Source: an optimization exercise on an open RTL-to-GDS flow (aim: small area, a short achievable clock period and few clock cycles). Production flows keep margins and buffers that such runs may drop.
Function was checked by simulation only, so behaviour that the tests miss may differ from the original.
Power is estimated from default activity; no workload was simulated.

==> flow/design.v <==
module fpmc_alu (
    input  wire        clk,
    input  wire        rst,         
    input  wire        in_valid,
    output wire        in_ready,
    input  wire [2:0]  op,
    input  wire [4:0]  bits,
    input  wire [63:0] opa,
    input  wire [31:0] opb,
    output wire        out_valid,
    input  wire        out_ready,
    output wire [63:0] res,
    output wire [3:0]  code
);
    localparam [2:0] OP_QUANT_B   = 3'd0;
    localparam [2:0] OP_QUANT_C   = 3'd1;
    localparam [2:0] OP_DEQUANT_B = 3'd2;
    localparam [2:0] OP_DEQUANT_C = 3'd3;
    localparam [2:0] OP_LIMRANGE  = 3'd4;
    localparam [2:0] OP_EXTRACT   = 3'd5;
    localparam [2:0] OP_RAMP      = 3'd6;
    localparam [33:0] LR_SAT = 34'h3_6F6F_6F5C;
    reg        s1v;           
    reg        rdy;           
    reg        rdy_t;         
    reg        rdy_o, rdy_to;  
    reg        m_one;         
    reg        m_step;        
    reg        m_c1;          
    reg        m_c2;          
    reg        m_l1;          
    reg        m_lh;          
    reg        m_l5;          
    reg        m_lr;          
    reg [2:0]  op_q;
    reg [4:0]  bits_q;        
    reg        bok;           
    reg        sgn;           
    reg        ovf35;         
    reg [2:0]  hi3;           
    reg [31:0] I;             
    reg [40:0] R;             
    reg [35:0] N;             
    reg [15:0] Q;             
    reg        cs;            
    reg        ng_q;          
    reg        ov;
    reg [34:0] res_q;
    reg        r63;
    reg        c_ill, c_bad;
    wire   rdy_c     = rdy | (rdy_t & out_ready);
    assign in_ready  = rdy_o | (rdy_to & out_ready);
    assign out_valid = ov;
    assign res  = {r63, 28'd0, res_q};
    assign code = {1'b0, c_bad, c_bad | c_ill, c_bad};
    wire        rs = R[40];
    wire [31:0] la = {hi3[1:0], I[31:2]};
    wire        ng = ng_q;                    
    wire [41:0] ax = m_l1 ? {9'd0, la, 1'b0}            :
                     m_lr ? {9'd0, R[40:8]}             :
                     m_c1 ? {rs, R}                     :
                     m_c2 ? {R ^ {41{cs}}, 1'b1}        : {R, ~ng};
    wire [41:0] ay = m_l1 ? {7'd0, la, 3'd0} :
                     m_lh ? {2'd0, la, 8'd0} :
                     m_l5 ? {4'd0, la, 6'd0} :
                     ng   ? {6'd0, N}       : {41'd0, m_c2 & cs};
    wire [41:0] az = m_c1        ? {10'd0, I} :
                     (ng | m_l1) ? 42'd0      : {6'd0, N};
    wire [41:0] cz   = ~az;
    wire [41:0] c_s  = ax ^ ay ^ cz;
    wire [41:0] c_c  = (ax & ay) | (ax & cz) | (ay & cz);
    wire [41:0] sum  = c_s + {c_c[40:0], ~ng};
    wire        fits = ~sum[41];
    reg  [15:0] q_cy;
    integer     k;
    always @(*) begin
        q_cy[0] = 1'b1;
        for (k = 1; k < 16; k = k + 1)
            q_cy[k] = q_cy[k-1] & (Q[k-1] ^ cs);
    end
    wire [15:0] q_fin = fits ? (Q ^ q_cy) : Q;
    wire bits_ok = bok;
    wire rp_bad  = (N[31:1] == 31'd0) || (I >= N[31:0]);
    wire [34:0] a35   = {hi3, I};
    wire        ovf34 = ovf35 | hi3[2];
    wire [33:0] qb_m  = ovf34 ? 34'h3_FFFF_FFFF : a35[33:0];
    reg  [2:0]  qb_e;
    reg  [11:0] qb_win;
    always @(*) begin
        if (qb_m[33:29] == 5'd0) begin
            qb_e = 3'd3; qb_win = qb_m[28:17];
        end else if (qb_m[33:30] == 4'd0) begin
            qb_e = 3'd2; qb_win = qb_m[29:18];
        end else if (qb_m[33:31] == 3'd0) begin
            qb_e = 3'd1; qb_win = qb_m[30:19];
        end else if (qb_m[33:32] == 2'd0) begin
            qb_e = 3'd0; qb_win = qb_m[31:20];
        end else if (qb_m[33] == 1'b0) begin
            qb_e = 3'd7; qb_win = qb_m[32:21];
        end else begin
            qb_e = 3'd6; qb_win = qb_m[33:22];
        end
    end
    wire [9:0]  qb_inc  = {1'b0, qb_win[11:3]} + {9'd0, qb_win[2]};
    wire [8:0]  qb_mant = qb_inc[9] ? 9'h1FF : qb_inc[8:0];
    wire [15:0] quant_b = {sgn, qb_e, qb_mant, 3'd0};
    wire [15:0] qc_inc  = {1'b0, a35[34:20]} + {15'd0, a35[19]};
    wire [14:0] qc_v    = (ovf35 | qc_inc[15]) ? 15'h7FFF : qc_inc[14:0];
    wire [15:0] quant_c = {sgn, qc_v};
    wire [15:0] dq_w = I[15:0];
    reg  [33:0] dqb_mag;
    reg         dqb_bad;
    always @(*) begin
        dqb_bad = 1'b0;
        case (dq_w[14:12])
            3'd3:    dqb_mag = {5'd0, dq_w[11:3], 20'd0};
            3'd2:    dqb_mag = {4'd0, dq_w[11:3], 21'd0};
            3'd1:    dqb_mag = {3'd0, dq_w[11:3], 22'd0};
            3'd0:    dqb_mag = {2'd0, dq_w[11:3], 23'd0};
            3'd7:    dqb_mag = {1'd0, dq_w[11:3], 24'd0};
            3'd6:    dqb_mag = {dq_w[11:3], 25'd0};
            default: begin dqb_mag = 34'd0; dqb_bad = 1'b1; end
        endcase
    end
    wire [31:0] ex_sh   = {16'd0, dq_w} << bits_q[4:0];
    wire [15:0] extract = ex_sh[31:16];
    reg [34:0] nres;
    reg        n63, nill, nbad;
    always @(*) begin
        nres = 35'd0; n63 = 1'b0; nill = 1'b0; nbad = 1'b0;
        if (m_c2) begin
            if (!bits_ok)      nill = 1'b1;
            else if (rp_bad)   nbad = 1'b1;
            else               nres = {19'd0, q_fin};
        end else if (m_l5) begin
            nres = {1'b0, sum[37:4]};
            n63  = sgn;
        end else begin
            case (op_q)
                OP_QUANT_B:   nres = {19'd0, quant_b};
                OP_QUANT_C:   nres = {19'd0, quant_c};
                OP_DEQUANT_B: begin
                    if (dqb_bad) nbad = 1'b1;
                    else begin nres = {1'b0, dqb_mag}; n63 = dq_w[15]; end
                end
                OP_DEQUANT_C: begin nres = {dq_w[14:0], 20'd0}; n63 = dq_w[15]; end
                OP_LIMRANGE:  begin nres = {1'b0, LR_SAT}; n63 = sgn; end
                OP_EXTRACT: begin
                    if (!bits_ok) nill = 1'b1;
                    else          nres = {19'd0, extract};
                end
                default: nill = 1'b1;
            endcase
        end
    end
    wire s1_last = m_one | m_c2 | m_l5;
    wire accept  = in_valid && rdy_c;
    wire s1_done = s1v && s1_last && (!ov || out_ready);
    wire a_ramp = (op == OP_RAMP);
    wire a_lr   = (op == OP_LIMRANGE) && (opa[62:34] == 29'd0);
    wire s1v_n  = accept | (s1v & ~s1_done);
    wire ov_n   = s1_done | (ov & ~out_ready);
    wire last_n = accept ? ~(a_ramp | a_lr) :
                  (m_one | m_c2 | m_l5 | m_c1 | (m_lh & Q[1]));
    always @(posedge clk) begin
        if (rst) begin
            s1v <= 1'b0;
            ov  <= 1'b0;
            rdy <= 1'b0;
            rdy_t <= 1'b0;
            rdy_o <= 1'b0;
            rdy_to <= 1'b0;
        end else begin
            s1v <= s1v_n;
            ov  <= ov_n;
            rdy <= ~s1v_n | (last_n & ~ov_n);
            rdy_t <= s1v_n & last_n & ov_n;
            rdy_o <= ~s1v_n | (last_n & ~ov_n);
            rdy_to <= s1v_n & last_n & ov_n;
        end
        if (!ov || out_ready) begin
            res_q <= nres;
            r63   <= n63;
            c_ill <= nill;
            c_bad <= nbad;
        end
        if (rdy_c) begin
            m_one  <= ~(a_ramp | a_lr);
            m_step <= a_ramp;
            m_c1   <= 1'b0;
            m_c2   <= 1'b0;
            m_l1   <= a_lr;
            m_lh   <= 1'b0;
            m_l5   <= 1'b0;
            m_lr   <= a_lr;
            op_q   <= op;
            bits_q <= bits;
            bok    <= (bits != 5'd0) && (bits <= 5'd16);
            sgn    <= opa[63];
            ovf35  <= (opa[62:35] != 28'd0);
            hi3    <= opa[34:32];
            I      <= opa[31:0];
            R      <= {9'd0, opa[31:0]};
            N      <= {4'd0, opb};
            Q      <= 16'd0;
            ng_q   <= 1'b0;
        end else begin
            ng_q <= m_step & sum[41];
            if (m_step) begin
                R   <= sum[40:0];
                Q   <= {Q[14:0], fits};
                bits_q <= bits_q - 5'd1;
                if (bits_q == 5'd1) begin
                    m_step <= 1'b0;
                    m_c1   <= 1'b1;
                end
            end
            if (m_c1) begin
                cs   <= sum[41];
                R    <= sum[40:0];
                m_c1 <= 1'b0;
                m_c2 <= 1'b1;
            end
            if (m_l1) begin
                N    <= sum[35:0];
                R    <= 41'd0;
                m_l1 <= 1'b0;
                m_lh <= 1'b1;
            end
            if (m_lh) begin
                R   <= sum[40:0];
                Q   <= {Q[14:0], 1'b1};
                if (Q[1]) begin
                    m_lh <= 1'b0;
                    m_l5 <= 1'b1;
                end
            end
        end
    end
endmodule
clock: 11.0 ns
lec_check: 0
cap_margin: 20
core_margin: 2
core_utilization: 50
place_density: 0.6
slew_margin: 20
standard.sh (not shown) runs the stock make flow with config.mk's settings and CLKGATE_MAP_FILE= SYNTH_SCRIPT=/design/flow/synth_recipe.tcl, a recipe that flattens the netlist after the stock synthesis.
==> flow/flow/run.sh <==
#!/bin/bash
# Standard ORFS layout (the standard.sh) with two changes:
# - the port buffers that placement inserts are sky130_fd_sc_hd__buf_1 (the
#   resizer upsizes them where timing needs it);
# - timing repair aims at a setup slack margin of 6 ns.
# The clock period and constraints stay the design's. make's output is in
# flow_make.log; each ORFS step logs to orfs/logs.
set -euo pipefail
bash standard.sh "BUFFER_PORTS_ARGS=-buffer_cell sky130_fd_sc_hd__buf_1" \
    SETUP_SLACK_MARGIN=6 finish > flow_make.log 2>&1
Testbench counts at the start, summed over its fixed seeds: cycles 38,286.
Rerun with:
--- a/flow/design.v
+++ b/flow/design.v
@@ -22,8 +22,6 @@
     localparam [33:0] LR_SAT = 34'h3_6F6F_6F5C;
     reg        s1v;           
     reg        rdy;           
-    reg        rdy_t;         
-    reg        rdy_o, rdy_to;  
     reg        m_one;         
     reg        m_step;        
     reg        m_c1;          
@@ -48,8 +46,7 @@
     reg [34:0] res_q;
     reg        r63;
     reg        c_ill, c_bad;
-    wire   rdy_c     = rdy | (rdy_t & out_ready);
-    assign in_ready  = rdy_o | (rdy_to & out_ready);
+    assign in_ready  = rdy;
     assign out_valid = ov;
     assign res  = {r63, 28'd0, res_q};
     assign code = {1'b0, c_bad, c_bad | c_ill, c_bad};
@@ -133,7 +130,7 @@
             else if (rp_bad)   nbad = 1'b1;
             else               nres = {19'd0, q_fin};
         end else if (m_l5) begin
-            nres = {1'b0, sum[37:4]};
+            nres = ovf34 ? {1'b0, LR_SAT} : {1'b0, sum[37:4]};
             n63  = sgn;
         end else begin
             case (op_q)
@@ -144,7 +141,6 @@
                     else begin nres = {1'b0, dqb_mag}; n63 = dq_w[15]; end
                 end
                 OP_DEQUANT_C: begin nres = {dq_w[14:0], 20'd0}; n63 = dq_w[15]; end
-                OP_LIMRANGE:  begin nres = {1'b0, LR_SAT}; n63 = sgn; end
                 OP_EXTRACT: begin
                     if (!bits_ok) nill = 1'b1;
                     else          nres = {19'd0, extract};
@@ -154,10 +150,10 @@
         end
     end
     wire s1_last = m_one | m_c2 | m_l5;
-    wire accept  = in_valid && rdy_c;
+    wire accept  = in_valid && rdy;
     wire s1_done = s1v && s1_last && (!ov || out_ready);
     wire a_ramp = (op == OP_RAMP);
-    wire a_lr   = (op == OP_LIMRANGE) && (opa[62:34] == 29'd0);
+    wire a_lr   = (op == OP_LIMRANGE);
     wire s1v_n  = accept | (s1v & ~s1_done);
     wire ov_n   = s1_done | (ov & ~out_ready);
     wire last_n = accept ? ~(a_ramp | a_lr) :
@@ -167,16 +163,10 @@
             s1v <= 1'b0;
             ov  <= 1'b0;
             rdy <= 1'b0;
-            rdy_t <= 1'b0;
-            rdy_o <= 1'b0;
-            rdy_to <= 1'b0;
         end else begin
             s1v <= s1v_n;
             ov  <= ov_n;
             rdy <= ~s1v_n | (last_n & ~ov_n);
-            rdy_t <= s1v_n & last_n & ov_n;
-            rdy_o <= ~s1v_n | (last_n & ~ov_n);
-            rdy_to <= s1v_n & last_n & ov_n;
         end
         if (!ov || out_ready) begin
             res_q <= nres;
@@ -184,7 +174,7 @@
             c_ill <= nill;
             c_bad <= nbad;
         end
-        if (rdy_c) begin
+        if (rdy) begin
             m_one  <= ~(a_ramp | a_lr);
             m_step <= a_ramp;
             m_c1   <= 1'b0;
Critical path depth climbs by 4; first-iteration DRC count drops by 10%; setup slack is better by 0.16 ns; sequential share of layout area climbs by 0.56 points; final cell count drops by 1.3%; die area drops by 1.6%; clock power climbs by about 0.8%; global-route usage drops by 1.6 points; cell area drops by 2.4%; clock skew barely changes; maximum frequency climbs by 3.2%; routed wire length drops by 5.6%; utilization drops by 0.13 points; power climbs by 5.8%.
Testbench counts after the change, summed over its fixed seeds: cycles 41,929.

-- re-timing with driven ports --
In the flow no input, the clock included, has a driving cell. The finished layouts below were timed again as built, in two steps.
Step 1: set_driving_cell puts a clkbuf_16 on clk and a buf_2 on each other input, an assumption about the parent block.
Step 2 times the ports against the registers' clock, not the clock port: input delays grow and output delays shrink by t, the midpoint of the rising clock arrivals with the driver on.
a / b / c = no drivers / after step 1 / after step 2; a / b = the first two.
run	shift t [ns]	setup WS [ns]	worst setup path at the end	worst data-port slew with drivers (ns)	cell pins on the clock port's net
the first run	0.530	5.956 / 5.956 / 5.956	register to register	0.05	1
the second run	0.532	6.111 / 6.111 / 6.111	register to register	0.05	1
After both steps setup and hold are still met in every run listed.
